What follows belongs to an exercise in optimizing a design on an open flow for small area, a short achievable clock period and few clock cycles per item; a production flow would make more cautious choices. Function was checked by simulation only, so behaviour that the tests miss may differ from the original. No activity file was given, so power comes from the tool's default toggle rates.

===== design/flow/design.v =====
module base122_cls (
    input  wire [6:0] chunk,
    output reg        danger,
    output reg  [2:0] idx
);
    always @(*) begin
        danger = 1'b1;
        idx    = 3'd0;
        case (chunk)
            7'h00: idx = 3'd0;
            7'h0A: idx = 3'd1;
            7'h0D: idx = 3'd2;
            7'h22: idx = 3'd3;
            7'h26: idx = 3'd4;
            7'h5C: idx = 3'd5;
            default: danger = 1'b0;
        endcase
    end
endmodule
module base122_enc (
    input  wire       clk,
    input  wire       rst,
    input  wire       in_valid,
    input  wire [7:0] in_data,
    input  wire       in_last,
    output wire       in_ready,
    output reg        out_valid,
    output reg  [7:0] out_data,
    output reg        out_last,
    input  wire       out_ready
);
    reg  [22:0] bits;        
    reg  [4:0]  nb;          
    reg         eom;         
    reg         e2;          
    wire        go    = !out_valid || out_ready;
    wire [6:0]  chunk = bits[22:16];
    wire        danger;
    wire [2:0]  idx;
    base122_cls u_cls (.chunk(chunk), .danger(danger), .idx(idx));
    wire        ge8 = nb[4] | nb[3];
    wire        ge7 = ge8 | (nb[2:0] == 3'd7);
    wire        nz  = nb != 5'd0;
    assign in_ready    = !eom && !nb[4];
    wire        accept = in_valid && in_ready;
    wire        esc    = !e2 && danger;
    wire        have_e = ge8 || (eom && nz);
    wire        have_n = e2 ? (ge7 || eom) : (ge7 || (eom && nz));
    wire        last_n = eom && !ge8;
    wire [7:0]  byte_e = ge8 ? {3'b110, idx, 1'b1, bits[15]} : {7'b1101111, chunk[6]};
    wire [7:0]  byte_n = e2 ? {2'b10, bits[21:16]} : {1'b0, chunk};
    wire        emit   = go && (esc ? have_e : have_n);
    wire        take   = go && (esc ? ge8 : have_n);     
    wire [22:0] bits_i = bits | ({in_data & {8{accept}}, 15'd0} >> nb[3:0]);
    wire [4:0]  nb_i = accept ? nb + 5'd8 : nb;
    wire [4:0]  nb_t = accept ? nb + 5'd1 : (ge7 ? nb - 5'd7 : 5'd0);
    always @(posedge clk) begin
        if (rst) begin
            bits      <= 23'd0;
            nb        <= 5'd0;
            eom       <= 1'b0;
            e2        <= 1'b0;
            out_valid <= 1'b0;
        end else begin
            bits <= take ? {bits_i[15:0], 7'd0} : bits_i;
            nb   <= take ? nb_t : nb_i;
            if (emit)
                e2 <= esc;
            if (go) begin
                out_valid <= emit;
                out_data  <= esc ? byte_e : byte_n;
                out_last  <= !esc && last_n;
            end
            if (accept)
                eom <= in_last;
            else if (!esc && go && have_n && last_n)
                eom <= 1'b0;
        end
    end
endmodule
module base122_dec (
    input  wire        clk,
    input  wire        rst,
    input  wire        in_valid,
    input  wire [7:0]  in_data,
    input  wire        in_last,
    output wire        in_ready,
    output reg         out_valid,
    output reg  [7:0]  out_data,
    output reg         out_end,
    output wire [2:0]  out_cause,
    output wire [15:0] out_epc,
    input  wire        out_ready
);
    localparam C_NONE     = 3'd0;
    localparam C_LEAD     = 3'd1;
    localparam C_TRUNC    = 3'd2;
    localparam C_CONT     = 3'd3;
    localparam C_OVERLONG = 3'd4;
    localparam C_FIXED    = 3'd5;
    localparam C_INDEX6   = 3'd6;
    localparam C_SHORTPAY = 3'd7;
    wire [7:0]  d  = in_data;
    wire        dl = in_last;
    wire        dv = in_valid;
    reg  [6:0]  acc;         
    reg  [2:0]  an;          
    reg         e2;          
    reg  [4:0]  b1s;         
    reg         pv;          
    reg  [6:0]  pd;
    reg  [15:0] pc;          
    reg  [2:0]  cause;
    reg         bad;         
    reg         drain;       
    reg         endp;        
    reg         eh;          
    reg         rdy;         
    assign out_epc   = pc;
    assign out_cause = (out_end && !eh) ? C_NONE : cause;
    wire go    = !out_valid || out_ready;
    wire fresh = endp && !pv;
    wire issue = go && fresh;
    wire eng_ready = go && rdy;
    wire accept    = dv && eng_ready;
    assign in_ready = eng_ready;
    wire [2:0]  k        = b1s[4:2];
    wire        k7       = k == 3'd7;
    wire [6:0]  p        = {b1s[0], d[5:0]};
    wire        p_danger = b1s[0] ? (d[5:0] == 6'h1C) :
                           (d[5:0] == 6'h00 || d[5:0] == 6'h0A || d[5:0] == 6'h0D ||
                            d[5:0] == 6'h22 || d[5:0] == 6'h26);
    reg  [6:0]  dval;
    always @(*) begin
        case (k)
            3'd0:    dval = 7'h00;
            3'd1:    dval = 7'h0A;
            3'd2:    dval = 7'h0D;
            3'd3:    dval = 7'h22;
            3'd4:    dval = 7'h26;
            default: dval = 7'h5C;
        endcase
    end
    reg  [2:0] b1_cause;
    always @(*) begin
        b1_cause = C_NONE;
        if (b1s[4:1] == 4'd0)    b1_cause = C_OVERLONG;
        else if (!b1s[1])        b1_cause = C_FIXED;
        else if (k == 3'd6)      b1_cause = C_INDEX6;
    end
    wire       cont_bad = d[7:6] != 2'b10;
    wire       b1_bad   = b1_cause != C_NONE;
    wire       sp_bad   = k7 && !p_danger;
    wire       b2_good  = !cont_bad && !b1_bad && !sp_bad;
    wire [2:0] b2_cause = cont_bad ? C_CONT : b1_bad ? b1_cause : sp_bad ? C_SHORTPAY : C_NONE;
    wire       d_b1   = d[7:5] == 3'b110;
    wire       d_unit = e2 ? b2_good : !d[7];            
    wire       d_err  = e2 ? !b2_good : (d[7] && (!d_b1 || dl));
    wire [2:0] err    = e2 ? b2_cause : (d_b1 ? C_TRUNC : C_LEAD);
    wire       act  = accept && !drain;                  
    wire       unit = act && d_unit;
    wire        push  = go && (pv || unit);
    wire [6:0]  new1  = !e2 ? d[6:0] : (k7 ? p : dval);
    wire [6:0]  pushv = pv ? pd : new1;
    wire        npend = pv ? unit : (unit && e2 && !k7);    
    wire [6:0]  npd   = pv ? new1 : p;
    wire [2:0]  an_e   = fresh ? 3'd0 : an;
    wire [13:0] window = {acc, 7'd0} | ({pushv, 7'd0} >> an_e);
    wire        emit   = push && an_e != 3'd0;
    wire [15:0] pc_inc = pc + (e2 ? 16'd2 : 16'd1);
    wire        taken_eh = out_valid && out_ready && eh;
    wire        eh_n     = go ? (fresh && bad) : eh;
    wire        endp_n   = (accept && dl) || (endp && !issue);
    wire        pv_n     = go ? npend : pv;
    wire        bad_n    = (act && d_err) || (bad && !taken_eh);
    always @(posedge clk) begin
        if (rst) begin
            an        <= 3'd0;
            e2        <= 1'b0;
            pv        <= 1'b0;
            rdy       <= 1'b1;
            pc        <= 16'd0;
            cause     <= C_NONE;
            bad       <= 1'b0;
            drain     <= 1'b0;
            endp      <= 1'b0;
            eh        <= 1'b0;
            out_valid <= 1'b0;
        end else begin
            if (go) begin
                out_valid <= emit || fresh;
                out_data  <= window[13:6];
                out_end   <= fresh;
            end
            if (push) begin
                if (an_e == 3'd0) begin
                    acc <= pushv;
                    an  <= 3'd7;
                end else begin
                    acc <= {window[5:0], 1'b0};
                    an  <= an_e - 3'd1;
                end
            end else if (issue)
                an  <= 3'd0;
            if (go)
                pd <= npd;
            pv   <= pv_n;
            eh   <= eh_n;
            endp <= endp_n;
            bad  <= bad_n;
            rdy  <= !eh_n && !(endp_n && (pv_n || bad_n));
            if (taken_eh) begin
                pc    <= 16'd0;
                cause <= C_NONE;
            end else if (unit)
                pc <= dl ? 16'd0 : pc_inc;
            if (act)
                e2 <= !e2 && d_b1 && !dl;
            if (!e2)
                b1s <= d[4:0];
            if (act && d_err) begin
                cause <= err;
                if (!dl)
                    drain <= 1'b1;
            end
            if (accept && dl)
                drain <= 1'b0;
        end
    end
endmodule
module base122_core (
    input  wire        clk,
    input  wire        rst,
    input  wire        enc_in_valid,
    input  wire [7:0]  enc_in_data,
    input  wire        enc_in_last,
    output wire        enc_in_ready,
    output wire        enc_out_valid,
    output wire [7:0]  enc_out_data,
    output wire        enc_out_last,
    input  wire        enc_out_ready,
    input  wire        dec_in_valid,
    input  wire [7:0]  dec_in_data,
    input  wire        dec_in_last,
    output wire        dec_in_ready,
    output wire        dec_out_valid,
    output wire [7:0]  dec_out_data,
    output wire        dec_out_end,
    output wire [2:0]  dec_out_cause,
    output wire [15:0] dec_out_epc,
    input  wire        dec_out_ready
);
    base122_enc u_enc (
        .clk(clk), .rst(rst),
        .in_valid(enc_in_valid), .in_data(enc_in_data), .in_last(enc_in_last),
        .in_ready(enc_in_ready),
        .out_valid(enc_out_valid), .out_data(enc_out_data), .out_last(enc_out_last),
        .out_ready(enc_out_ready)
    );
    base122_dec u_dec (
        .clk(clk), .rst(rst),
        .in_valid(dec_in_valid), .in_data(dec_in_data), .in_last(dec_in_last),
        .in_ready(dec_in_ready),
        .out_valid(dec_out_valid), .out_data(dec_out_data), .out_end(dec_out_end),
        .out_cause(dec_out_cause), .out_epc(dec_out_epc),
        .out_ready(dec_out_ready)
    );
endmodule

===== design/flow/flow/run.sh =====
#!/bin/bash
# The standard layout (standard.sh, unchanged synthesis and steps), with two
# changes: the buffer that global placement puts on every input and output
# port is sky130_fd_sc_hd__buf_1 instead of the tool's own pick (a delay
# cell), and clock tree synthesis adds no dummy loads.
set -euo pipefail
export BUFFER_PORTS_ARGS="-buffer_cell sky130_fd_sc_hd__buf_1"
export CTS_ARGS="-sink_clustering_enable -repair_clock_nets -sink_clustering_size 20 -buf_list sky130_fd_sc_hd__clkbuf_8 -dont_use_dummy_load"
bash standard.sh synth > synth.log 2>&1
bash standard.sh finish > layout.log 2>&1

===== design/flow/standard.sh =====
#!/bin/bash
# synth_recipe.tcl (not shown) runs the flow's synth.tcl, then flattens the netlist and writes it again
# the make line also repeats each setting of config.mk as NAME=value (left out here)
make -C /OpenROAD-flow-scripts/flow DESIGN_CONFIG=/design/flow/config.mk WORK_HOME=/design/flow/orfs CLKGATE_MAP_FILE= SYNTH_SCRIPT=/design/flow/synth_recipe.tcl "${@:-finish}"

===== design/flow/config.mk =====
export PLATFORM = sky130hd
export DESIGN_NAME = base122_core
export DESIGN_NICKNAME = base122_core
export VERILOG_FILES = /design/flow/design.v
export SDC_FILE = /design/flow/constraint.sdc
export NUM_CORES = 4
export LEC_CHECK = 0
export ABC_AREA = 1
export CAP_MARGIN = 20
export CORE_MARGIN = 2
export CORE_UTILIZATION = 40
export CTS_BUF_LIST = sky130_fd_sc_hd__clkbuf_8
export CTS_CLUSTER_SIZE = 20
export SETUP_SLACK_MARGIN = 1.8
export SLEW_MARGIN = 20

===== design/flow/constraint.sdc =====
create_clock -name core_clock -period 4.0 [get_ports {clk}]
set_input_delay 0.8000 -clock core_clock [delete_from_list [all_inputs] [get_ports {clk}]]
set_output_delay 0.8000 -clock core_clock [all_outputs]
set_load 0.01 [all_outputs]

==> summary.txt, run 1 <==
STA
  • Fin. Hold Viols: 0
  • Fin Setup TNS: 0 ns
  • Setup violators final: 0
  • F_max: 0.470 GHz
  • Period minus WS final: 2.13 ns
  • Final period utilization: 0.532
  • Final clock skew: 0.0198 ns
  • Slew Limit Fails: 0
  • Unrepaired setup endpoints after global routing: true
  • Max-slew headroom: 0.446
  • WHS: 0.479 ns
  • Slew @ Worst Pin: 0.830 ns

Cells and area
  • Area of the multi-input gates: 2930 um^2
  • Storage element area: 2340 um^2
  • ANT cells: 0
  • Layout area overhead: 12.9%
  • Layout cells sized above 1: 0.119
  • Fillers: 1493
  • Final nets: 868
  • Commonest non-fill, non-tap cell in the layout: nand2_1
  • Most frequent cells in the layout: nand2_1 (184), nand3_1 (84), inv_1 (66), nor2_1 (63), buf_1 (61)

Clock tree
  • Clk sinks: 98
  • Maximum clock insertion buffer count: 2
  • H-tree depth: 3
  • TritonCTS clock tree: yes
  • Num CTS Buffers: 9
  • Clk pin slew, worst setup/hold paths: 0.08 ns
  • Clk root buf: clkbuf_8
  • Clock Latency Late Sink: 0.38 ns

Route
  • Iteration-0 DRC Markers: 391
  • Vias per inst: 5.14
  • Via Count: 5202
  • Final WL: 13700 um
  • Routed Antenna Nets: 0
  • WL/cell: 13.6 um
  • Pre-antenna DRT Iters: 5
  • Remaining DRCs: 0

Synthesis
  • Mux share of post-synthesis cell area: 0
  • Synth Instances: 767
  • Ranking of synthesized cells by area: dfxtp_1 (22%), edfxtp_1 (20%), nand2_1 (13%)
  • Warnings, synthesis: 3
  • Compound-Gate Fraction of Synth Area: 0.129
  • Dominant synthesized flop cell: dfxtp_1
  • Largest family of logic cells by synthesized area: simple AND/OR/NAND/NOR gates
  • Syn Area/Cell: 7.27 um^2
  • Synthesized area: 5580 um^2
  • Asr flop ratio synth: 0
  • Synth Area in XOR/XNOR: 0.0110
  • Register bit total from synthesis: 98
  • Register area share after synthesis: 0.418
  • Yosys top cell by area: dfxtp_1
  • Syn_nets: 800
  • Yosys top cell area share: 0.219
  • Yosys cell types: 43
  • Simple-gate area share of the yosys netlist: 0.342
  • Post-synthesis adder-cell area fraction: 0.0215
  • Number of synthesized flops with an enable pin: 37

Floorplanning
  • Chip Width: 122 um
  • Row cnt: 43
  • # IOs: 65
  • Core Footprint: 13800 um^2
  • Initial Utilization: 0.405
  • Chip Height: 122 um
  • Die area: 14900 um^2

Power and ir drop
  • VDD IR max: 0.213 mV
  • Power Total: 0.00332 W
  • Pwr dens: 526 nW/um^2
  • Leak pwr: 2.55 nW

Worst setup path
  • CP Capture Type: primary output
  • Worst path most repeated cell: nor2_4
  • CP max-delay cell: nor2_4
  • CP top delay family: simple AND/OR/NAND/NOR gates
  • CP bufs+invs: 2
  • R2r setup slk: 1.96 ns
  • Critical R2R Capture: u_enc.bits[8]
  • Reg2Reg Depth: 13
  • WP data required: 3.20 ns
  • Crit path DAT: 1.33 ns
  • Reg2Reg Launch Point: u_enc.nb[3]
  • Setup CP Type: input pin to primary output
  • Slowest stage delay, CP: 0.21 ns
  • Crit Path Max Fanout: 6
  • Launching element type of the critical path: input pin
  • CP cell instances: buf_1 -> nor2_4 -> nor2_4 -> buf_2

Global routing
  • Vias in the first global route: 4568
  • Antenna violations before repair: 0
  • Largest net degree at the start of global routing: 23
  • Gr ovfl total: 0
  • First-pass GRT wire length: 22300 um
  • Total GRT Usage: 0.189

Place
  • Post-detail-place hpwl: 9990 um
  • GPL Wtd Cong: 0.871
  • Port bufs: 64

Run
  • Max Cap Viol: 0

Worst hold path
  • Worst hold endpoint: u_enc.bits[5]
  • WHS Path Cells: 2
  • Min-delay src: u_enc.bits[5]
  • Hold WC Path Type: flop to flop

Run status
  • Status: complete, no violations
-- logic make-up after synthesis --
| kind of cell | after synthesis |
|---|---|
| DFF | 98 |
| xor gates and xnor gates | 7 |
| adders and majority gates | 9 |
| AOI/OAI and AO/OA | 126 |
| buffers and inverters | 105 |
| and+or+nand+nor | 422 |
-- per-stage QoR --
step	worst slack [ns]	std cells	cell area, um^2	util
2_1_floorplan	1.88	767	5590	-
3_3_place_gp	1.30	993	5960	0.433
3_5_place_dp	1.23	993	5960	0.433
4_1_cts	1.80	1005	6180	0.449
5_1_grt	1.78	1013	6300	0.457
6_report	1.87	1013	6300	0.457
-- registers in the layout, summed over array words and instances (netlist names), 3 cells and up --
signal          count
u_enc.bits         23
u_dec.pc           16
u_dec.out_data      8
u_enc.out_data      8
u_dec.acc           7
u_dec.pd            7
u_dec.b1s           5
u_enc.nb            5
u_dec.an            3
u_dec.cause         3
-- cells in the mapped netlist (all sizes together), types with 6 or more instances --
library cell  instances
edfxtp               37
o211ai                7
nor2                 75
nand3b                6
or2                  13
nand3                87
buf                  14
a21oi                35
clkbuf                8
nand2               196
nor3                 17
dfxtp                61
nand4                18
inv                  78
o21ai                62
xor2                  7
ha                    8
-- worst max-delay path by stage --
stage               slack, ns            from  cells after the start            to
floorplan                1.88   dec_out_ready                      8  u_dec.acc[0]
global placement         1.30  dec_in_data[1]                     15  u_dec.acc[5]
detailed placement       1.23  dec_in_data[1]                     15  u_dec.acc[6]
CTS                      1.80  dec_in_data[0]                     15  u_dec.acc[4]
global route             1.78        u_dec.e2                      9  u_dec.pc[10]
finish                   1.87   dec_out_ready                      4  dec_in_ready
-- metal layers --
| layer | share of wire | global-route usage | routed length [um] |
|---|---|---|---|
| met5 | 0 | 0 | 0 |
| met1 | 0.50 | 0.276 | 6810 |
| met4 | 0.014 | 0.0625 | 198 |
| met2 | 0.45 | 0.283 | 6120 |
| met3 | 0.045 | 0.0318 | 614 |
-- report_power, final --
group	leakage [nW]	switching, W	internal, W
logic	1.63	0.000989	0.000484
registers	0.853	0.0000909	0.00123
clock network	0.0647	0.000315	0.000202
total	2.55	0.00139	0.00192
-- worst min-delay path, delay by kind of cell, from the launching register on --
kind,cells,cell delay [ns]
flops,1,0.31
simple gates,1,0.09
compound gates,1,0.05
-- cell type report --
class | instances | area share
flip-flops and latches | 98 | 0.372
multi-input cells | 566 | 0.465
inverters | 83 | 0.0532
well taps | 180 | 0.0358
clock buffers | 9 | 0.0197
repair buffers | 77 | 0.0542
-- what timing repair did --
item                       in CTS  in global routing
setup buffers                   1                  8
hold buffers                    0                  0
gates cloned                    2                  0
pin swaps                       2                  2
setup endpoints to repair      54                 42
gates resized for setup        25                 17
Testbench counts, summed over its fixed seeds: cycles 21,481, items 37,672.
==> run 2: changes to the inputs <==
--- a/design/flow/config.mk
+++ b/design/flow/config.mk
@@ -8,8 +8,8 @@
 export ABC_AREA = 1
 export CAP_MARGIN = 20
 export CORE_MARGIN = 2
-export CORE_UTILIZATION = 40
+export CORE_UTILIZATION = 50
 export CTS_BUF_LIST = sky130_fd_sc_hd__clkbuf_8
 export CTS_CLUSTER_SIZE = 20
-export SETUP_SLACK_MARGIN = 1.8
+export SETUP_SLACK_MARGIN = 1.9
 export SLEW_MARGIN = 20
==> summary.txt, run 2 <==
STA
  • Max-slew headroom: 0.428 (-0.0182)
  • F_max: 0.488 GHz (+3.9%)
  • Slew @ Worst Pin: 0.857 ns (+0.0273 ns)
  • Fin. Hold Viols: 0 (unchanged)
  • Unrepaired setup endpoints after global routing: true
  • Slew Limit Fails: 0 (unchanged)
  • Fin Setup TNS: 0 ns (unchanged)
  • Setup violators final: 0 (unchanged)
  • Period minus WS final: 2.05 ns (-0.0799 ns)
  • Final clock skew: 0.0172 ns (-0.00263 ns)
  • Final period utilization: 0.512 (-0.0200)

Cells and area
  • Commonest non-fill, non-tap cell in the layout: nand2_1
  • Top Registers: u_enc.bits (23), u_dec.pc (16)
  • Layout area overhead: 16.1%
  • Most frequent cells in the layout: nand2_1 (180), nand3_1 (85), inv_1 (63), nor2_1 (62)
  • Max FFs per register: 23 (unchanged)
  • Layout Cells excl Fill: 989 (-2.4%)
  • Final nets: 884 (+1.8%)
  • Post-layout util: 0.598 (+0.140)
  • ANT cells: 0 (unchanged)
  • Biggest register: u_enc.bits
  • Layout cells sized above 1: 0.155 (+0.0366)

Clock tree
  • H-tree depth: 3 (unchanged)
  • Clk root buf: clkbuf_8
  • Num CTS Buffers: 9 (unchanged)
  • Clk pin slew, worst setup/hold paths: 0.08 ns (about the same)
  • Clock Latency Late Sink: 0.38 ns (about the same)
  • TritonCTS clock tree: yes
  • Maximum clock insertion buffer count: 2 (unchanged)
  • Clk sinks: 98 (unchanged)

Floorplanning
  • Row cnt: 38 (-12%)
  • Chip Height: 110 um (-10%)
  • Core Footprint: 10800 um^2 (-21%)
  • Chip Width: 110 um (-10%)
  • # IOs: 65 (unchanged)
  • Initial Utilization: 0.515 (+0.110)
  • Die area: 12000 um^2 (-19%)

Synthesis
  • Warnings, synthesis: 3 (unchanged)
  • Largest family of logic cells by synthesized area: simple AND/OR/NAND/NOR gates
  • Yosys top cell area share: 0.219 (unchanged)
  • Syn_nets: 800 (unchanged)
  • Asr flop ratio synth: 0 (unchanged)
  • Ranking of synthesized cells by area: dfxtp_1 (22%), edfxtp_1 (20%), nand2_1 (13%)
  • Most common cell in the netlist: nand2_1
  • Synth Area in XOR/XNOR: 0.0110 (unchanged)
  • Simple-gate area share of the yosys netlist: 0.342 (unchanged)
  • Yosys top cell by area: dfxtp_1
  • Synth Instances: 767 (unchanged)
  • Syn Area/Cell: 7.27 um^2 (unchanged)
  • Dominant synthesized flop cell: dfxtp_1
  • Number of synthesized flops with an enable pin: 37 (unchanged)
  • Register bit total from synthesis: 98 (unchanged)
  • Yosys cell types: 43 (unchanged)
  • Mux share of post-synthesis cell area: 0 (unchanged)
  • Compound-Gate Fraction of Synth Area: 0.129 (unchanged)
  • Post-synthesis adder-cell area fraction: 0.0215 (unchanged)
  • Synth cell count leaders: nand2_1 (189), nand3_1 (85), inv_1 (69), nor2_1 (69), dfxtp_1 (61)
  • Synthesized area: 5580 um^2 (unchanged)
  • Register area share after synthesis: 0.418 (unchanged)

Global routing
  • Gr ovfl total: 0 (unchanged)
  • Largest net degree at the start of global routing: 23 (unchanged)
  • Vias in the first global route: 4830 (+5.7%)
  • Total GRT Usage: 0.243 (+0.0540)
  • First-pass GRT wire length: 23000 um (+2.9%)
  • Antenna violations before repair: 0 (unchanged)

Worst setup path
  • Crit Path Max Fanout: 3 (-3)
  • Setup CP Type: input pin to primary output
  • CP bufs+invs: 2 (unchanged)
  • Slowest stage delay, CP: 0.17 ns (-0.04 ns)
  • CP top delay family: buffers and inverters
  • Worst Setup SP: dec_out_ready
  • CP cell instances: buf_2 -> nor2_4 -> nor2_2 -> buf_2
  • WP data required: 3.20 ns (about the same)
  • Launching element type of the critical path: input pin
  • Reg2Reg Launch Point: u_dec.e2
  • CP Capture Type: primary output
  • Crit path DAT: 1.25 ns (-0.08 ns)
  • CP max-delay cell: buf_2
  • Worst path most repeated cell: buf_2

Run status
  • Status: complete, no violations

Route
  • Remaining DRCs: 0 (unchanged)
  • WL/cell: 14.3 um (+5.7%)
  • Via Count: 5426 (+4.3%)
  • Iteration-0 DRC Markers: 368 (-5.9%)
  • Final WL: 14200 um (+3.2%)
  • Pre-antenna DRT Iters: 5 (unchanged)
  • Routed Antenna Nets: 0 (unchanged)
  • Vias per inst: 5.49 (+6.8%)

Run
  • Max Cap Viol: 0 (unchanged)

Power and ir drop
  • VDD IR max: 0.356 mV (+67%)
  • Switching portion of total power: 0.416 (-0.00476)
  • Pwr dens: 530 nW/um^2 (+0.60%)
  • Seq pwr share: 0.390 (-0.010)
  • Clk network pwr share: 0.150 (-0.006)
  • Switching pwr: 0.00143 W (+2.3%)
  • Int Pwr: 0.00200 W (+4.3%)
  • Leak pwr: 2.67 nW (+4.6%)
  • Comb pwr share: 0.460 (+0.016)

Worst hold path
  • Hold WC Path Type: flop to flop
  • Min-delay src: u_enc.bits[5]

Place
  • Port bufs: 64 (unchanged)
  • Post-detail-place hpwl: 10200 um (+2.3%)
  • GPL Wtd Cong: 0.896 (+2.8%)
  • Placed insts: 952 (-4.1%)
## run 2: tightest hold or removal path, cell delays in order (launching register included)
cell,delay [ns]
dfxtp_1,0.31
a21oi_1,0.04
nor2_1,0.08
## run 2: cell type report
| class | count | area [um^2] |
|---|---|---|
| fill | 1041 | 4360 |
| multi-input combinational | 565 | 2940 |
| sequential | 98 | 2350 |
| timing repair buffer | 94 | 539 |
| inverter | 83 | 352 |
| tap | 140 | 175 |
| clock buffer | 9 | 124 |
## run 2: repair_timing
action                                  CTS  global route
endpoints found under the hold margin     0             0
cloned                                    1             2
pin swaps                                 4             6
resized for setup                        29            41
setup buffers                             8            17
endpoints found under the setup margin   69            63
hold buffers                              0             0
## run 2: power groups by stage
stage	logic (W)	registers (W)	clock network, W
2_1_floorplan	0.00103	0.00135	0
3_3_place_gp	0.00132	0.00134	0
3_5_place_dp	0.00133	0.00135	0
4_1_cts	0.00145	0.00133	0.000535
5_1_grt	0.00178	0.00135	0.000567
6_report	0.00158	0.00134	0.000515
## run 2: layer usage
layer	track usage	wire, um
met4	0.0741	160
met5	0	0
met1	0.344	6700
met2	0.373	6480
met3	0.0504	836
## run 2: worst paths after layout
path                                 endpoint  depth (start not counted)  slack (ns)
worst max-delay path             dec_in_ready                          4        1.95
worst min-delay path            u_enc.bits[5]                          2        0.47
worst max register to register   u_dec.pc[14]                          9        2.01
worst min register to register  u_enc.bits[5]                          2        0.47
## run 2: kinds of logic after synthesis
logic type               Yosys count
flip-flops                        98
AO/OA/AOI/OAI                    126
adder cells (fa/ha/maj)            9
AND/OR/NAND/NOR                  422
buffers and inverters            105
XOR/XNOR                           7
## run 2: per-stage QoR
step                power, W  hold slack [ns]  cell area, um^2  worst slack, ns
floorplan            0.00238            0.439             5590             1.91
global placement     0.00266            0.453             5900             1.29
detailed placement   0.00268            0.458             5900             1.16
CTS                  0.00332            0.479             6190             1.91
global route         0.00370            0.497             6480             1.87
finish               0.00343            0.472             6480             1.95
==> run 3: changes to the inputs <==
--- a/design/flow/design.v
+++ b/design/flow/design.v
@@ -116,8 +116,9 @@
     reg         endp;        
     reg         eh;          
     reg         rdy;         
-    assign out_epc   = pc;
-    assign out_cause = (out_end && !eh) ? C_NONE : cause;
+    reg         vend;        
+    assign out_epc   = vend ? 16'd0 : pc;
+    assign out_cause = vend ? C_NONE : cause;
     wire go    = !out_valid || out_ready;
     wire fresh = endp && !pv;
     wire issue = go && fresh;
@@ -185,12 +186,14 @@
             drain     <= 1'b0;
             endp      <= 1'b0;
             eh        <= 1'b0;
+            vend      <= 1'b0;
             out_valid <= 1'b0;
         end else begin
             if (go) begin
                 out_valid <= emit || fresh;
                 out_data  <= window[13:6];
                 out_end   <= fresh;
+                vend      <= fresh && !bad;
             end
             if (push) begin
                 if (an_e == 3'd0) begin
--- a/design/flow/config.mk
+++ b/design/flow/config.mk
@@ -8,7 +8,7 @@
 export ABC_AREA = 1
 export CAP_MARGIN = 20
 export CORE_MARGIN = 2
-export CORE_UTILIZATION = 50
+export CORE_UTILIZATION = 40
 export CTS_BUF_LIST = sky130_fd_sc_hd__clkbuf_8
 export CTS_CLUSTER_SIZE = 20
 export SETUP_SLACK_MARGIN = 1.9
==> summary.txt, run 3 <==
STA
  • Unrepaired setup endpoints after global routing: true
  • Setup violators final: 0 (unchanged)
  • Fin. Hold Viols: 0 (unchanged)
  • F_max: 0.486 GHz (-0.38%)
  • Slew Limit Fails: 0 (unchanged)
  • Period minus WS final: 2.06 ns (+0.00785 ns)
  • Final clock skew: 0.0204 ns (+0.00321 ns)
  • Fin Setup TNS: 0 ns (unchanged)
  • WHS: 0.469 ns (-0.00309 ns)
  • Final period utilization: 0.514 (+0.00196)
  • Slew @ Worst Pin: 0.711 ns (-0.146 ns)
  • Max-slew headroom: 0.525 (+0.0964)
  • Final worst setup slack: 1.94 ns (-0.00785 ns)

Clock tree
  • Clk sinks: 99 (+1.0%)
  • Maximum clock insertion buffer count: 2 (unchanged)
  • Num CTS Buffers: 9 (unchanged)
  • Clk pin slew, worst setup/hold paths: 0.07 ns (about the same)
  • TritonCTS clock tree: yes
  • Hold_buf cts: 0 (unchanged)
  • Clk root buf: clkbuf_8
  • Clock Latency Late Sink: 0.37 ns (about the same)
  • H-tree depth: 3 (unchanged)

Run
  • Max Cap Viol: 0 (unchanged)

Route
  • Remaining DRCs: 0 (unchanged)
  • Via Count: 5509 (+1.5%)
  • Routed Antenna Nets: 0 (unchanged)
  • Vias per inst: 5.09 (-7.3%)
  • WL/cell: 13.4 um (-6.3%)
  • Iteration-0 DRC Markers: 492 (+34%)
  • Final WL: 14500 um (+2.6%)
  • Pre-antenna DRT Iters: 5 (unchanged)

Synthesis
  • Register bit total from synthesis: 99 (+1.0%)
  • Syn Area/Cell: 6.96 um^2 (-4.4%)
  • Dominant synthesized flop cell: dfxtp_1
  • Yosys top cell by area: dfxtp_1
  • Syn_nets: 861 (+7.6%)
  • Warnings, synthesis: 3 (unchanged)
  • Ranking of synthesized cells by area: dfxtp_1 (22%), edfxtp_1 (19%), nand2_1 (14%)
  • Yosys top cell area share: 0.215 (-0.00342)
  • Asr flop ratio synth: 0 (unchanged)
  • Register area share after synthesis: 0.408 (-0.00969)
  • Yosys cell types: 47 (+9.3%)
  • Number of synthesized flops with an enable pin: 37 (unchanged)
  • Synth cell count leaders: nand2_1 (219), nor2_1 (96), nand3_1 (93)
  • Most common cell in the netlist: nand2_1
  • Synth Instances: 828 (+8.0%)
  • Synthesized area: 5760 um^2 (+3.3%)

Floorplanning
  • # IOs: 65 (unchanged)
  • Initial Utilization: 0.412 (-0.103)
  • Row cnt: 43 (+13%)
  • Core Footprint: 14000 um^2 (+29%)
  • Die area: 15400 um^2 (+28%)
  • Chip Height: 124 um (+13%)
  • Chip Width: 124 um (+13%)

Cells and area
  • Final nets: 938 (+6.1%)
  • Layout area overhead: 15.7%
  • Layout cells sized above 1: 0.135 (-0.0204)
  • Fillers: 1466 (+41%)
  • ANT cells: 0 (unchanged)
  • Commonest non-fill, non-tap cell in the layout: nand2_1
  • Biggest register: u_enc.bits
  • Design Area, Final: 6670 um^2 (+2.9%)
  • Most frequent cells in the layout: nand2_1 (211), nand3_1 (90), nor2_1 (88), inv_1 (83), buf_1 (58)
  • Max FFs per register: 23 (unchanged)
  • Top Registers: u_enc.bits (23), u_dec.pc (16)

Power and ir drop
  • Pwr dens: 522 nW/um^2 (-1.4%)
  • Power Total: 0.00348 W (+1.5%)
  • Leak pwr: 2.87 nW (+7.4%)
  • VDD IR max: 0.207 mV (-42%)

Worst setup path
  • Slowest stage delay, CP: 0.15 ns (-0.02 ns)
  • CP max-delay cell: buf_2
  • CP Capture Type: primary output
  • Crit Path Max Fanout: 3 (unchanged)
  • Launching element type of the critical path: input pin
  • WP data required: 3.20 ns (about the same)
  • Setup CP Type: input pin to primary output
  • Crit path DAT: 1.26 ns (about the same)
  • CP cell instances: buf_2 -> nor2_4 -> nor2_4 -> buf_2

Run status
  • Status: complete, no violations

Place
  • Placed Area: 6170 um^2 (+4.4%)
  • Port bufs: 64 (unchanged)
  • GPL Wtd Cong: 0.867 (-3.2%)
  • Post-Place Worst Slack: 1.39 ns (+0.234 ns)
  • Post-detail-place hpwl: 10400 um (+2.2%)

Global routing
  • Antenna violations before repair: 0 (unchanged)
  • First-pass GRT wire length: 23500 um (+2.3%)
  • Largest net degree at the start of global routing: 26 (+13%)
  • Vias in the first global route: 4832 (+0.041%)
  • Gr ovfl total: 0 (unchanged)
  • Total GRT Usage: 0.194 (-0.0488)

Worst hold path
  • Hold WC Path Type: flop to flop
==> run 3: cell count changes in the layout (fill, tap and decap cells not counted), sizes merged, moves of 6 or more <==
cell and delta:
nand2 +30, nor2 +27, inv +14, o21ai -8
nand3 +7, clkinv +6, nor3 -6
==> run 3: worst paths after layout <==
path	start	endpoint	slack [ns]	cells past startpoint
worst max register to register	u_dec.e2	u_dec.pc[12]	1.97	8
worst min-delay path	u_enc.bits[0]	u_enc.bits[0]	0.47	2
worst max-delay path	dec_out_ready	dec_in_ready	1.94	4
worst min register to register	u_enc.bits[0]	u_enc.bits[0]	0.47	2
==> run 3: logic make-up (layout without fill, tap and decap cells) <==
logic type      after synthesis  count (layout)  synth area share
buf+inv                     126             199            0.0886
simple gates                477             479             0.367
compound gates              112             112             0.108
flops                        99              99             0.408
fa+ha+maj                     9               9            0.0209
xor+xnor                      5               5           0.00760
==> run 3: area by class of cell <==
type / instances / area [um^2] / area share
inverters: 98 / 395 / 0.0593
well taps: 180 / 225 / 0.0338
flip-flops and latches: 99 / 2370 / 0.356
clock buffers: 9 / 124 / 0.0186
multi-input cells: 605 / 3070 / 0.460
repair buffers: 92 / 482 / 0.0723
==> run 3: power breakdown <==
part	internal [W]	switching [W]	leakage (nW)
Combinational	0.000590	0.00103	1.94
Sequential	0.00125	0.0000907	0.864
Clock	0.000203	0.000321	0.0647
==> run 3: per-stage QoR <==
step	std cells	utilization
6_report	1083	0.476
5_1_grt	1083	0.476
4_1_cts	1068	0.460
3_5_place_dp	1049	0.441
3_3_place_gp	1049	0.441
2_1_floorplan	828	-
==> run 3: worst max-delay path: cells and delay by family <==
kind / cells / cell delay [ns]
simple gates: 2 / 0.19
buf+inv: 2 / 0.26
==> run 3: metal layers <==
metal  GRT usage  vias to the layer above  part of all wire
met2       0.296                      142              0.45
met1       0.278                     2477              0.50
met5           0                        -                 0
li1            -                     2874                 -
met4      0.0674                        0             0.015
met3      0.0307                       16             0.040
==> run 3: what timing repair did <==
item | CTS | global route
pin swaps | 4 | 7
buffers inserted | 9 | 14
setup endpoints to repair | 83 | 70
gates cloned | 1 | 1
gates resized for setup | 32 | 39
Testbench counts of run 3, summed over its fixed seeds: cycles 21,481, items 37,672.
==> run 4: changes to the inputs <==
--- a/design/flow/design.v
+++ b/design/flow/design.v
@@ -111,14 +111,12 @@
     reg  [6:0]  pd;
     reg  [15:0] pc;          
     reg  [2:0]  cause;
-    reg         bad;         
     reg         drain;       
     reg         endp;        
     reg         eh;          
     reg         rdy;         
-    reg         vend;        
-    assign out_epc   = vend ? 16'd0 : pc;
-    assign out_cause = vend ? C_NONE : cause;
+    assign out_epc   = pc;
+    assign out_cause = cause;
     wire go    = !out_valid || out_ready;
     wire fresh = endp && !pv;
     wire issue = go && fresh;
@@ -165,15 +163,13 @@
     wire [6:0]  pushv = pv ? pd : new1;
     wire        npend = pv ? unit : (unit && e2 && !k7);    
     wire [6:0]  npd   = pv ? new1 : p;
-    wire [2:0]  an_e   = fresh ? 3'd0 : an;
-    wire [13:0] window = {acc, 7'd0} | ({pushv, 7'd0} >> an_e);
-    wire        emit   = push && an_e != 3'd0;
+    wire [13:0] window = {acc, 7'd0} | ({pushv, 7'd0} >> an);
+    wire        emit   = push && an != 3'd0;
     wire [15:0] pc_inc = pc + (e2 ? 16'd2 : 16'd1);
     wire        taken_eh = out_valid && out_ready && eh;
-    wire        eh_n     = go ? (fresh && bad) : eh;
+    wire        eh_n     = go ? (fresh && cause != C_NONE) : eh;
     wire        endp_n   = (accept && dl) || (endp && !issue);
     wire        pv_n     = go ? npend : pv;
-    wire        bad_n    = (act && d_err) || (bad && !taken_eh);
     always @(posedge clk) begin
         if (rst) begin
             an        <= 3'd0;
@@ -182,26 +178,23 @@
             rdy       <= 1'b1;
             pc        <= 16'd0;
             cause     <= C_NONE;
-            bad       <= 1'b0;
             drain     <= 1'b0;
             endp      <= 1'b0;
             eh        <= 1'b0;
-            vend      <= 1'b0;
             out_valid <= 1'b0;
         end else begin
             if (go) begin
                 out_valid <= emit || fresh;
                 out_data  <= window[13:6];
                 out_end   <= fresh;
-                vend      <= fresh && !bad;
             end
             if (push) begin
-                if (an_e == 3'd0) begin
+                if (an == 3'd0) begin
                     acc <= pushv;
                     an  <= 3'd7;
                 end else begin
                     acc <= {window[5:0], 1'b0};
-                    an  <= an_e - 3'd1;
+                    an  <= an - 3'd1;
                 end
             end else if (issue)
                 an  <= 3'd0;
@@ -210,8 +203,7 @@
             pv   <= pv_n;
             eh   <= eh_n;
             endp <= endp_n;
-            bad  <= bad_n;
-            rdy  <= !eh_n && !(endp_n && (pv_n || bad_n));
+            rdy  <= !eh_n && !endp_n;
             if (taken_eh) begin
                 pc    <= 16'd0;
                 cause <= C_NONE;
==> summary.txt, run 4 <==
Synthesis
  • Register bit total from synthesis: 97 (-2.0%)
  • Largest family of logic cells by synthesized area: simple AND/OR/NAND/NOR gates
  • Yosys top cell area share: 0.214 (-0.00108)
  • Register area share after synthesis: 0.413 (+0.00434)
  • Mux share of post-synthesis cell area: 0 (unchanged)
  • Syn Area/Cell: 7.21 um^2 (+3.6%)
  • Synth cell count leaders: nand2_1 (191), nor2_1 (93), nand3_1 (71)
  • Synth Area in XOR/XNOR: 0.00938 (+0.00178)
  • Asr flop ratio synth: 0 (unchanged)
  • Synth Instances: 777 (-6.2%)
  • Yosys cell types: 50 (+6.4%)
  • Most common cell in the netlist: nand2_1
  • Post-synthesis adder-cell area fraction: 0.0214 (+0.000587)
  • Dominant synthesized flop cell: dfxtp_1
  • Number of synthesized flops with an enable pin: 37 (unchanged)
  • Warnings, synthesis: 3 (unchanged)
  • Ranking of synthesized cells by area: dfxtp_1 (21%), edfxtp_1 (20%), nand2_1 (13%)
  • Simple-gate area share of the yosys netlist: 0.356 (-0.0107)
  • Compound-Gate Fraction of Synth Area: 0.121 (+0.0129)
  • Synthesized area: 5600 um^2 (-2.7%)
  • Yosys top cell by area: dfxtp_1
  • Syn_nets: 810 (-5.9%)

Worst hold path
  • Hold WC Path Type: flop to flop
  • Min-delay src: u_enc.bits[0]

Route
  • Final WL: 14100 um (-3.3%)
  • Remaining DRCs: 0 (unchanged)
  • Vias per inst: 5.10 (+0.29%)
  • Pre-antenna DRT Iters: 5 (unchanged)
  • Iteration-0 DRC Markers: 490 (-0.41%)
  • WL/cell: 13.7 um (+2.1%)
  • Via Count: 5234 (-5.0%)
  • Routed Antenna Nets: 0 (unchanged)

Run status
  • Status: complete, no violations

Worst setup path
  • Worst path most repeated cell: nor2_4
  • Reg2Reg Depth: 10 (+2)
  • CP bufs+invs: 2 (unchanged)
  • Reg2Reg Launch Point: u_dec.e2
  • CP max-delay cell: nor2_4
  • Setup CP Type: input pin to primary output
  • Launching element type of the critical path: input pin
  • WP data required: 3.20 ns (about the same)
  • Critical R2R Capture: u_dec.pc[10]
  • Crit path DAT: 1.29 ns (+0.03 ns)
  • Slowest stage delay, CP: 0.16 ns (about the same)
  • CP endpoint: dec_in_ready
  • Crit Path Max Fanout: 5 (+2)
  • R2r setup slk: 1.96 ns (about the same)
  • CP top delay family: buffers and inverters
  • Critical path depth: 4 (unchanged)
  • Worst Setup SP: dec_out_ready
  • CP cell instances: buf_2 -> nor2_4 -> nor2_4 -> buf_1
  • CP Capture Type: primary output

Global routing
  • Largest net degree at the start of global routing: 25 (-3.8%)
  • Total GRT Usage: 0.195 (+0.000313)
  • Vias in the first global route: 4674 (-3.3%)
  • Gr ovfl total: 0 (unchanged)
  • Antenna violations before repair: 0 (unchanged)
  • First-pass GRT wire length: 23200 um (-1.6%)

Cells and area
  • Commonest non-fill, non-tap cell in the layout: nand2_1
  • ANT cells: 0 (unchanged)
  • Top Registers: u_enc.bits (23), u_dec.pc (16)
  • Post-layout util: 0.476 (-0.000913)
  • Most frequent cells in the layout: nand2_1 (183), nor2_1 (81), nand3_1 (70), buf_1 (58), inv_1 (57)
  • Biggest register: u_enc.bits
  • Fillers: 1477 (+0.75%)
  • Layout area overhead: 16.9%
  • Layout cells sized above 1: 0.157 (+0.0221)
  • Final nets: 881 (-6.1%)
  • Max FFs per register: 23 (unchanged)

Run
  • Max Cap Viol: 0 (unchanged)

Power and ir drop
  • Leak pwr: 2.67 nW (-6.9%)
  • Power Total: 0.00325 W (-6.6%)
  • VDD IR max: 0.188 mV (-9.0%)
  • Pwr dens: 497 nW/um^2 (-4.9%)

Place
  • Port bufs: 64 (unchanged)
  • GPL Wtd Cong: 0.869 (+0.17%)
  • Post-detail-place hpwl: 9940 um (-4.9%)

STA
  • Max-slew headroom: 0.469 (-0.0551)
  • Slew Limit Fails: 0 (unchanged)
  • Final clock skew: 0.0277 ns (+0.00733 ns)
  • Period minus WS final: 2.09 ns (+0.0299 ns)
  • Unrepaired setup endpoints after global routing: true
  • Setup violators final: 0 (unchanged)
  • Final period utilization: 0.522 (+0.00747)
  • Fin. Hold Viols: 0 (unchanged)
  • Fin Setup TNS: 0 ns (unchanged)
  • Slew @ Worst Pin: 0.795 ns (+0.0844 ns)
  • F_max: 0.479 GHz (-1.4%)

Floorplanning
  • # IOs: 65 (unchanged)
  • Chip Width: 122 um (-1.3%)
  • Row cnt: 43 (unchanged)
  • Chip Height: 122 um (-1.3%)
  • Core Footprint: 13800 um^2 (-1.5%)
  • Initial Utilization: 0.407 (-0.00501)
  • Die area: 15000 um^2 (-2.7%)

Clock tree
  • Clk root buf: clkbuf_8
  • Maximum clock insertion buffer count: 2 (unchanged)
  • H-tree depth: 3 (unchanged)
  • Hold_buf cts: 0 (unchanged)
  • TritonCTS clock tree: yes
  • Clock Latency Late Sink: 0.38 ns (about the same)
  • Num CTS Buffers: 9 (unchanged)
  • Clk pin slew, worst setup/hold paths: 0.07 ns (about the same)
  • Clk sinks: 97 (-2.0%)
[run 4: cell count changes in the layout (fill, tap and decap cells not counted), sizes merged, moves of 3 or more]
cell | previous run | this run
nand2 | 227 | 198
nor3 | 11 | 21
inv | 89 | 72
clkinvlp | 0 | 3
clkinv | 9 | 1
o211ai | 5 | 1
o21ai | 54 | 47
o21bai | 0 | 6
nand3 | 94 | 73
a21oi | 36 | 41
and2 | 1 | 6
[run 4: worst min-delay path, stage by stage (launching register included)]
cell and delay, ns:
dfxtp_1 0.31, a21oi_1 0.05, nor2_1 0.08
[run 4: kinds of logic after synthesis]
logic type / after synthesis
DFF: 97
adders and majority gates: 9
xor gates and xnor gates: 6
AOI/OAI and AO/OA: 117
buffers and inverters: 106
and+or+nand+nor: 442
[run 4: stage by stage]
step	std cells	hold slack [ns]	setup slack, ns	area [um^2]
detailed placement	991	0.455	1.31	5950
global placement	991	0.449	1.30	5950
CTS	1012	0.471	1.90	6230
floorplan	777	0.435	1.85	5640
finish	1026	0.470	1.91	6550
global route	1026	0.530	1.84	6550
[run 4: worst min-delay path by stage]
stage,to,slack [ns],cells after the start
floorplan,u_enc.bits[5],0.44,2
global placement,u_enc.bits[0],0.45,2
detailed placement,u_enc.bits[0],0.45,2
CTS,u_enc.bits[0],0.47,2
global route,u_enc.bits[5],0.53,2
finish,u_enc.bits[0],0.47,2
[run 4: where the power goes]
part / switching [W] / internal (W) / total [W]
logic: 0.000897 / 0.000505 / 0.00140
registers: 0.000122 / 0.00121 / 0.00133
clock network: 0.000319 / 0.000203 / 0.000521
[run 4: area by class of cell]
| type | instances | area, um^2 | share of cell area |
|---|---|---|---|
| timing repair buffer | 89 | 502 | 0.0766 |
| timing repair inverter | 1 | 7.51 | 0.00115 |
| sequential | 97 | 2340 | 0.357 |
| inverter | 75 | 327 | 0.0499 |
| tap | 180 | 225 | 0.0344 |
| multi-input combinational | 575 | 3030 | 0.462 |
| clock buffer | 9 | 124 | 0.0189 |
[run 4: what timing repair did]
item,CTS,global route
endpoints found under the setup margin,56,62
setup buffers,10,14
gates cloned,2,0
gates resized for setup,25,80
pin swaps,3,21
[run 4: per-layer routing]
layer  GRT usage  part of all wire  vias up
li1            -                 -     2719
met1       0.292              0.50     2370
met2       0.287              0.45      131
met3      0.0228             0.043       14
met4      0.0668             0.014        0
met5           0                 0        -
Testbench counts of run 4, summed over its fixed seeds: cycles 21,637, items 37,672.
==> run 5: changes to the inputs <==
--- a/design/flow/config.mk
+++ b/design/flow/config.mk
@@ -11,5 +11,5 @@
 export CORE_UTILIZATION = 40
 export CTS_BUF_LIST = sky130_fd_sc_hd__clkbuf_8
 export CTS_CLUSTER_SIZE = 20
-export SETUP_SLACK_MARGIN = 1.9
+export SETUP_SLACK_MARGIN = 2.0
 export SLEW_MARGIN = 20
==> summary.txt, run 5 <==
Route
  • Vias per inst: 5.16 (+1.1%)
  • WL/cell: 14.2 um (+3.8%)
  • Pre-antenna DRT Iters: 5 (unchanged)
  • Via Count: 5542 (+5.9%)
  • Final WL: 15300 um (+8.7%)
  • Iteration-0 DRC Markers: 503 (+2.7%)
  • Routed Antenna Nets: 0 (unchanged)
  • Remaining DRCs: 0 (unchanged)

Power and ir drop
  • VDD IR max: 0.243 mV (+29%)
  • Int Pwr: 0.00214 W (+12%)
  • Clk network pwr share: 0.141 (-0.019)
  • Comb pwr share: 0.495 (+0.064)
  • Leak pwr: 2.95 nW (+11%)
  • Power Total: 0.00362 W (+11%)
  • Pwr dens: 511 nW/um^2 (+2.8%)
  • Seq pwr share: 0.364 (-0.045)
  • Switching portion of total power: 0.409 (-0.00275)
  • Switching pwr: 0.00148 W (+11%)

Synthesis
  • Synth Instances: 777 (unchanged)
  • Yosys cell types: 50 (unchanged)
  • Synthesized area: 5600 um^2 (unchanged)
  • Ranking of synthesized cells by area: dfxtp_1 (21%), edfxtp_1 (20%), nand2_1 (13%)
  • Register bit total from synthesis: 97 (unchanged)
  • Yosys top cell by area: dfxtp_1
  • Synth cell count leaders: nand2_1 (191), nor2_1 (93), nand3_1 (71)
  • Yosys top cell area share: 0.214 (unchanged)
  • Register area share after synthesis: 0.413 (unchanged)
  • Syn_nets: 810 (unchanged)
  • Number of synthesized flops with an enable pin: 37 (unchanged)
  • Asr flop ratio synth: 0 (unchanged)
  • Warnings, synthesis: 3 (unchanged)
  • Most common cell in the netlist: nand2_1
  • Syn Area/Cell: 7.21 um^2 (unchanged)
  • Dominant synthesized flop cell: dfxtp_1

Cells and area
  • Layout cells sized above 1: 0.242 (+0.0852)
  • Layout area overhead: 26.7%
  • Final nets: 930 (+5.6%)
  • Layout Cells excl Fill: 1075 (+4.8%)
  • ANT cells: 0 (unchanged)
  • Most frequent cells in the layout: nand2_1 (181), nor2_1 (77), buf_4 (68), nand3_1 (61), buf_1 (56)
  • Max FFs per register: 23 (unchanged)
  • Commonest non-fill, non-tap cell in the layout: nand2_1
  • Top Registers: u_enc.bits (23), u_dec.pc (16)
  • Biggest register: u_enc.bits
  • Post-layout util: 0.515 (+0.0397)

Clock tree
  • Clk pin slew, worst setup/hold paths: 0.09 ns (+0.02 ns)
  • Maximum clock insertion buffer count: 2 (unchanged)
  • Num CTS Buffers: 9 (unchanged)
  • Clk sinks: 97 (unchanged)
  • H-tree depth: 3 (unchanged)
  • Clk root buf: clkbuf_8
  • Hold_buf cts: 0 (unchanged)
  • Clock Latency Late Sink: 0.37 ns (about the same)
  • TritonCTS clock tree: yes

Run status
  • Status: complete, no violations

STA
  • WHS: 0.474 ns (+0.00393 ns)
  • Period minus WS final: 2.02 ns (-0.0699 ns)
  • Final period utilization: 0.504 (-0.0175)
  • Slew Limit Fails: 0 (unchanged)
  • Setup violators final: 0 (unchanged)
  • Unrepaired setup endpoints after global routing: true
  • F_max: 0.496 GHz (+3.5%)
  • Max-slew headroom: 0.471 (+0.00108)
  • Fin. Hold Viols: 0 (unchanged)
  • Slew @ Worst Pin: 0.793 ns (-0.00162 ns)
  • Final clock skew: 0.0105 ns (-0.0172 ns)
  • Fin Setup TNS: 0 ns (unchanged)

Place
  • Port bufs: 64 (unchanged)
  • GPL Wtd Cong: 0.864 (-0.59%)
  • Placed insts: 994 (+0.30%)
  • Post-detail-place hpwl: 10100 um (+1.2%)

Worst setup path
  • Setup CP Type: input pin to flop
  • CP Capture Type: flop
  • Launching element type of the critical path: input pin
  • Crit path DAT: 2.07 ns (+0.78 ns)
  • WP data required: 4.06 ns (+0.86 ns)
  • Crit Path Max Fanout: 8 (+3)

Global routing
  • Largest net degree at the start of global routing: 24 (-4.0%)
  • Vias in the first global route: 4772 (+2.1%)
  • Total GRT Usage: 0.194 (about the same)
  • First-pass GRT wire length: 23200 um (about the same)
  • Antenna violations before repair: 0 (unchanged)
  • Gr ovfl total: 0 (unchanged)
  • Met3 usage: 0.0311 (+0.00836)
  • Grt peak-use layer: met2
  • Met2 Use GR: 0.313 (+0.0253)
  • Met1 Use GR: 0.265 (-0.0273)

Worst hold path
  • Hold WC Path Type: flop to flop

Floorplanning
  • Initial Utilization: 0.407 (unchanged)
  • Row cnt: 43 (unchanged)
  • Die area: 15000 um^2 (unchanged)
  • Chip Width: 122 um (unchanged)
  • Chip Height: 122 um (unchanged)
  • # IOs: 65 (unchanged)
  • Core Footprint: 13800 um^2 (unchanged)

Run
  • Max Cap Viol: 0 (unchanged)
run 5: kinds of logic after synthesis:
kind of cell / count (synthesis) / share of synthesized area
simple gates: 442 / 0.356
compound gates: 117 / 0.121
buf+inv: 106 / 0.0797
flops: 97 / 0.413
fa+ha+maj: 9 / 0.0214
xor+xnor: 6 / 0.00938
run 5: area by class of cell:
| class | instances | area, um^2 |
|---|---|---|
| flip-flops and latches | 97 | 2340 |
| inverters | 75 | 362 |
| clock buffers | 9 | 124 |
| multi-input cells | 575 | 3140 |
| fillers | 1376 | 6680 |
| repair inverters | 3 | 26.3 |
| well taps | 180 | 225 |
| repair buffers | 136 | 877 |
run 5: final timing paths:
kind / depth (start not counted) / to / slack [ns] / startpoint
setup / recovery: 12 / u_dec.acc[4] / 1.98 / dec_in_data[5]
hold / removal: 2 / u_enc.bits[5] / 0.47 / u_enc.bits[5]
setup reg to reg: 11 / u_enc.bits[17] / 2.02 / u_enc.nb[1]
hold reg to reg: 2 / u_enc.bits[5] / 0.47 / u_enc.bits[5]
run 5: critical path, stage by stage:
cell     delay, ns
buf_2         0.15
inv_2         0.08
nand2_1       0.05
nor2_1        0.12
a31oi_1       0.12
nand2_1       0.09
nand2_1       0.06
nand2_2       0.09
nand2_4       0.11
nand2_4       0.10
nand2_4       0.07
nor2_4        0.24
run 5: power groups by stage:
stage          registers, W  logic, W  clock network [W]
2_1_floorplan       0.00131  0.000993                  0
3_3_place_gp        0.00132   0.00121                  0
3_5_place_dp        0.00132   0.00120                  0
4_1_cts             0.00130   0.00135           0.000527
5_1_grt             0.00134   0.00199           0.000565
6_report            0.00132   0.00179           0.000509
run 5: what timing repair did:
| item | 4_1_cts | 5_1_grt |
|---|---|---|
| setup buffers | 15 | 53 |
| setup endpoints to repair | 70 | 58 |
| resized for setup | 46 | 105 |
| pin swaps | 8 | 36 |
| cloned | 2 | 2 |
run 5: per-layer routing:
metal	part of all wire	routed length [um]
met5	0	0
met4	0.017	259
met3	0.046	702
met2	0.47	7200
met1	0.47	7130
run 5: stage by stage:
step | area (um^2) | setup slack (ns)
after CTS | 6350 | 1.98
after global placement | 6000 | 1.37
after detailed placement | 6000 | 1.33
final | 7100 | 1.98
after global routing | 7100 | 1.88
after floorplan | 5680 | 1.85
==> run 6: changes to the inputs <==
--- a/design/flow/config.mk
+++ b/design/flow/config.mk
@@ -8,8 +8,8 @@
 export ABC_AREA = 1
 export CAP_MARGIN = 20
 export CORE_MARGIN = 2
-export CORE_UTILIZATION = 40
+export CORE_UTILIZATION = 50
 export CTS_BUF_LIST = sky130_fd_sc_hd__clkbuf_8
 export CTS_CLUSTER_SIZE = 20
-export SETUP_SLACK_MARGIN = 2.0
+export SETUP_SLACK_MARGIN = 1.9
 export SLEW_MARGIN = 20
==> summary.txt, run 6 <==
STA
  • Final clock skew: 0.0157 ns (+0.00521 ns)
  • Fin. Hold Viols: 0 (unchanged)
  • Fin Setup TNS: 0 ns (unchanged)
  • Period minus WS final: 2.06 ns (+0.0480 ns)
  • Final worst setup slack: 1.94 ns (-0.0480 ns)
  • Slew @ Worst Pin: 0.841 ns (+0.0476 ns)
  • Final period utilization: 0.516 (+0.0120)
  • Unrepaired setup endpoints after global routing: true
  • Slew Limit Fails: 0 (unchanged)
  • WHS: 0.468 ns (-0.00579 ns)
  • Setup violators final: 0 (unchanged)
  • Max-slew headroom: 0.439 (-0.0318)
  • F_max: 0.484 GHz (-2.3%)

Place
  • Post-detail-place hpwl: 10700 um (+6.1%)
  • GPL Wtd Cong: 0.922 (+6.8%)
  • Port bufs: 64 (unchanged)
  • Post-Place Worst Slack: 1.33 ns (-0.00473 ns)
  • Placed insts: 953 (-4.1%)

Cells and area
  • Layout Cells excl Fill: 991 (-7.8%)
  • Commonest non-fill, non-tap cell in the layout: nand2_1
  • Fillers: 1036 (-25%)
  • Max FFs per register: 23 (unchanged)
  • Most frequent cells in the layout: nand2_1 (185), nor2_1 (83), nand3_1 (70), inv_1 (59), buf_1 (57)
  • Biggest register: u_enc.bits
  • Layout area overhead: 16.2%
  • ANT cells: 0 (unchanged)
  • Top Registers: u_enc.bits (23), u_dec.pc (16)
  • Final nets: 886 (-4.7%)
  • Layout cells sized above 1: 0.156 (-0.0862)

Global routing
  • Vias in the first global route: 4907 (+2.8%)
  • Antenna violations before repair: 0 (unchanged)
  • First-pass GRT wire length: 23400 um (+0.95%)
  • Gr ovfl total: 0 (unchanged)
  • Total GRT Usage: 0.249 (+0.0545)
  • Largest net degree at the start of global routing: 25 (+4.2%)

Synthesis
  • Syn Area/Cell: 7.21 um^2 (unchanged)
  • Mux share of post-synthesis cell area: 0 (unchanged)
  • Asr flop ratio synth: 0 (unchanged)
  • Synth Area in XOR/XNOR: 0.00938 (unchanged)
  • Post-synthesis adder-cell area fraction: 0.0214 (unchanged)
  • Yosys top cell area share: 0.214 (unchanged)
  • Syn_nets: 810 (unchanged)
  • Dominant synthesized flop cell: dfxtp_1
  • Yosys cell types: 50 (unchanged)
  • Register area share after synthesis: 0.413 (unchanged)
  • Register bit total from synthesis: 97 (unchanged)
  • Simple-gate area share of the yosys netlist: 0.356 (unchanged)
  • Synthesized area: 5600 um^2 (unchanged)
  • Ranking of synthesized cells by area: dfxtp_1 (21%), edfxtp_1 (20%), nand2_1 (13%)
  • Synth cell count leaders: nand2_1 (191), nor2_1 (93), nand3_1 (71)
  • Most common cell in the netlist: nand2_1
  • Number of synthesized flops with an enable pin: 37 (unchanged)
  • Synth Instances: 777 (unchanged)
  • Yosys top cell by area: dfxtp_1
  • Largest family of logic cells by synthesized area: simple AND/OR/NAND/NOR gates
  • Compound-Gate Fraction of Synth Area: 0.121 (unchanged)
  • Warnings, synthesis: 3 (unchanged)

Clock tree
  • Clk root buf: clkbuf_8
  • Clk pin slew, worst setup/hold paths: 0.08 ns (about the same)
  • Num CTS Buffers: 9 (unchanged)
  • Clock Latency Late Sink: 0.37 ns (about the same)
  • TritonCTS clock tree: yes
  • Maximum clock insertion buffer count: 2 (unchanged)
  • H-tree depth: 3 (unchanged)
  • Clk sinks: 97 (unchanged)
  • Hold_buf cts: 0 (unchanged)

Floorplanning
  • Die area: 12100 um^2 (-19%)
  • Row cnt: 38 (-12%)
  • Core Footprint: 10900 um^2 (-21%)
  • Chip Height: 110 um (-10%)
  • Chip Width: 110 um (-10%)
  • # IOs: 65 (unchanged)
  • Initial Utilization: 0.515 (+0.108)

Power and ir drop
  • Seq pwr share: 0.402 (+0.038)
  • Pwr dens: 502 nW/um^2 (-1.6%)
  • Comb pwr share: 0.439 (-0.056)
  • Leak pwr: 2.71 nW (-8.3%)
  • Switching portion of total power: 0.417 (+0.00873)
  • Clk network pwr share: 0.159 (+0.018)
  • Switching pwr: 0.00137 W (-7.8%)
  • Int Pwr: 0.00191 W (-11%)
  • VDD IR max: 0.319 mV (+31%)

Worst setup path
  • Reg2Reg Depth: 12 (+1)
  • Worst Setup SP: dec_out_ready
  • Setup CP Type: input pin to primary output
  • Launching element type of the critical path: input pin
  • Crit path DAT: 1.26 ns (-0.81 ns)
  • WP data required: 3.20 ns (-0.86 ns)
  • Crit Path Max Fanout: 3 (-5)
  • CP Capture Type: primary output
  • R2r setup slk: 1.97 ns (-0.05 ns)
  • Reg2Reg Launch Point: u_enc.nb[3]
  • CP endpoint: dec_in_ready
  • Critical R2R Capture: u_enc.bits[21]

Route
  • WL/cell: 15.1 um (+6.4%)
  • Vias per inst: 5.49 (+6.5%)
  • Iteration-0 DRC Markers: 328 (-35%)
  • Via Count: 5441 (-1.8%)
  • Pre-antenna DRT Iters: 5 (unchanged)
  • Routed Antenna Nets: 0 (unchanged)
  • Remaining DRCs: 0 (unchanged)
  • Final WL: 15000 um (-1.9%)

Run status
  • Status: complete, no violations

Worst hold path
  • WHS Path Cells: 2 (unchanged)
  • Hold WC Path Type: flop to flop

Run
  • Max Cap Viol: 0 (unchanged)
## run 6: cell counts after synthesis
No cell type changed its count.
## run 6: worst min-delay path by stage
| stage | startpoint | slack, ns | endpoint |
|---|---|---|---|
| 4_1_cts | u_dec.drain | 0.48 | u_dec.drain |
| 3_3_place_gp | u_dec.drain | 0.46 | u_dec.drain |
| 6_report | u_dec.drain | 0.47 | u_dec.drain |
| 5_1_grt | u_dec.drain | 0.51 | u_dec.drain |
| 3_5_place_dp | u_enc.bits[5] | 0.46 | u_enc.bits[5] |
| 2_1_floorplan | u_enc.bits[5] | 0.44 | u_enc.bits[5] |
## run 6: layer usage
| metal | share of wire | global-route usage | wire [um] |
|---|---|---|---|
| met5 | 0 | 0 | 0 |
| met3 | 0.058 | 0.0403 | 877 |
| met1 | 0.44 | 0.326 | 6620 |
| met2 | 0.46 | 0.393 | 6960 |
| met4 | 0.036 | 0.131 | 539 |
## run 6: cell type report
type | count | area (um^2) | share of cell area
multi-input combinational | 575 | 3020 | 0.464
sequential | 97 | 2330 | 0.358
timing repair buffer | 94 | 531 | 0.0815
inverter | 75 | 323 | 0.0496
tap | 140 | 175 | 0.0269
clock buffer | 9 | 124 | 0.0190
timing repair inverter | 1 | 8.76 | 0.00134
## run 6: power groups by stage
stage / sequential [W] / combinational, W / clock (W)
2_1_floorplan: 0.00131 / 0.000990 / 0
3_3_place_gp: 0.00133 / 0.00120 / 0
3_5_place_dp: 0.00133 / 0.00121 / 0
4_1_cts: 0.00132 / 0.00131 / 0.000535
5_1_grt: 0.00132 / 0.00159 / 0.000574
6_report: 0.00131 / 0.00143 / 0.000522
## run 6: repair_timing
item                                    4_1_cts  5_1_grt
cloned                                        1        1
pin swaps                                     5       16
resized for setup                            28       70
endpoints found under the hold margin         0        0
setup buffers                                 8       19
endpoints found under the setup margin       60       65
## run 6: per-stage QoR
step	util	area (um^2)	total power, W
2_1_floorplan	-	5640	0.00230
3_3_place_gp	0.543	5920	0.00253
3_5_place_dp	0.543	5920	0.00255
4_1_cts	0.568	6190	0.00316
5_1_grt	0.598	6510	0.00348
6_report	0.598	6510	0.00327
## run 6: cells by family (layout without fill, tap and decap cells)
family / Yosys count / after routing
AND/OR/NAND/NOR: 442 / 443
adder cells (fa/ha/maj): 9 / 9
AO/OA/AOI/OAI: 117 / 117
flip-flops: 97 / 97
XOR/XNOR: 6 / 6
buffers and inverters: 106 / 179
## run 6: worst max-delay path, cell delays in order
cell    delay [ns]
buf_2         0.13
nor2_4        0.14
nor2_4        0.06
buf_2         0.14

## re-timing with driven ports
How much do the figures lean on ideal ports? The routed layouts below were timed once more, with nothing changed but the port constraints. Step 1 (the two cells are an assumption about what drives the block):
set clk [get_ports {clk}]
set_driving_cell -lib_cell sky130_fd_sc_hd__clkbuf_16 $clk
set_driving_cell -lib_cell sky130_fd_sc_hd__buf_2 [delete_from_list [all_inputs] $clk]
Step 2 times the ports against the registers' clock, not the clock port: input delays grow and output delays shrink by t, the midpoint of the rising clock arrivals with the driver on. Slacks: ideal / step 1 / step 2; pairs: ideal / step 1.
| run | t, ns | slack for setup (ns) | worst hold slack (ns) | latest minus earliest clock arrival (ns) | worst data-port slew with drivers (ns) |
|---|---|---|---|---|---|
| run 1 | 0.404 | 1.871 / 1.831 / 1.554 | 0.479 / 0.479 / 0.479 | 0.020 / 0.019 | 0.05 |
| run 2 | 0.404 | 1.951 / 1.930 / 1.602 | 0.472 / 0.472 / 0.472 | 0.018 / 0.018 | 0.05 |
| run 3 | 0.397 | 1.943 / 1.877 / 1.525 | 0.469 / 0.469 / 0.469 | 0.028 / 0.028 | 0.06 |
| run 4 | 0.407 | 1.913 / 1.894 / 1.588 | 0.470 / 0.470 / 0.470 | 0.029 / 0.028 | 0.07 |
| run 5 | 0.400 | 1.983 / 1.963 / 1.577 | 0.474 / 0.474 / 0.474 | 0.012 / 0.012 | 0.07 |
| run 6 | 0.401 | 1.935 / 1.908 / 1.607 | 0.468 / 0.468 / 0.468 | 0.018 / 0.018 | 0.07 |
After both steps every run listed still meets setup and hold. For run 3, which loses most, drivers alone change the setup slack by -0.066 ns; drivers and shift together by -0.418 ns.
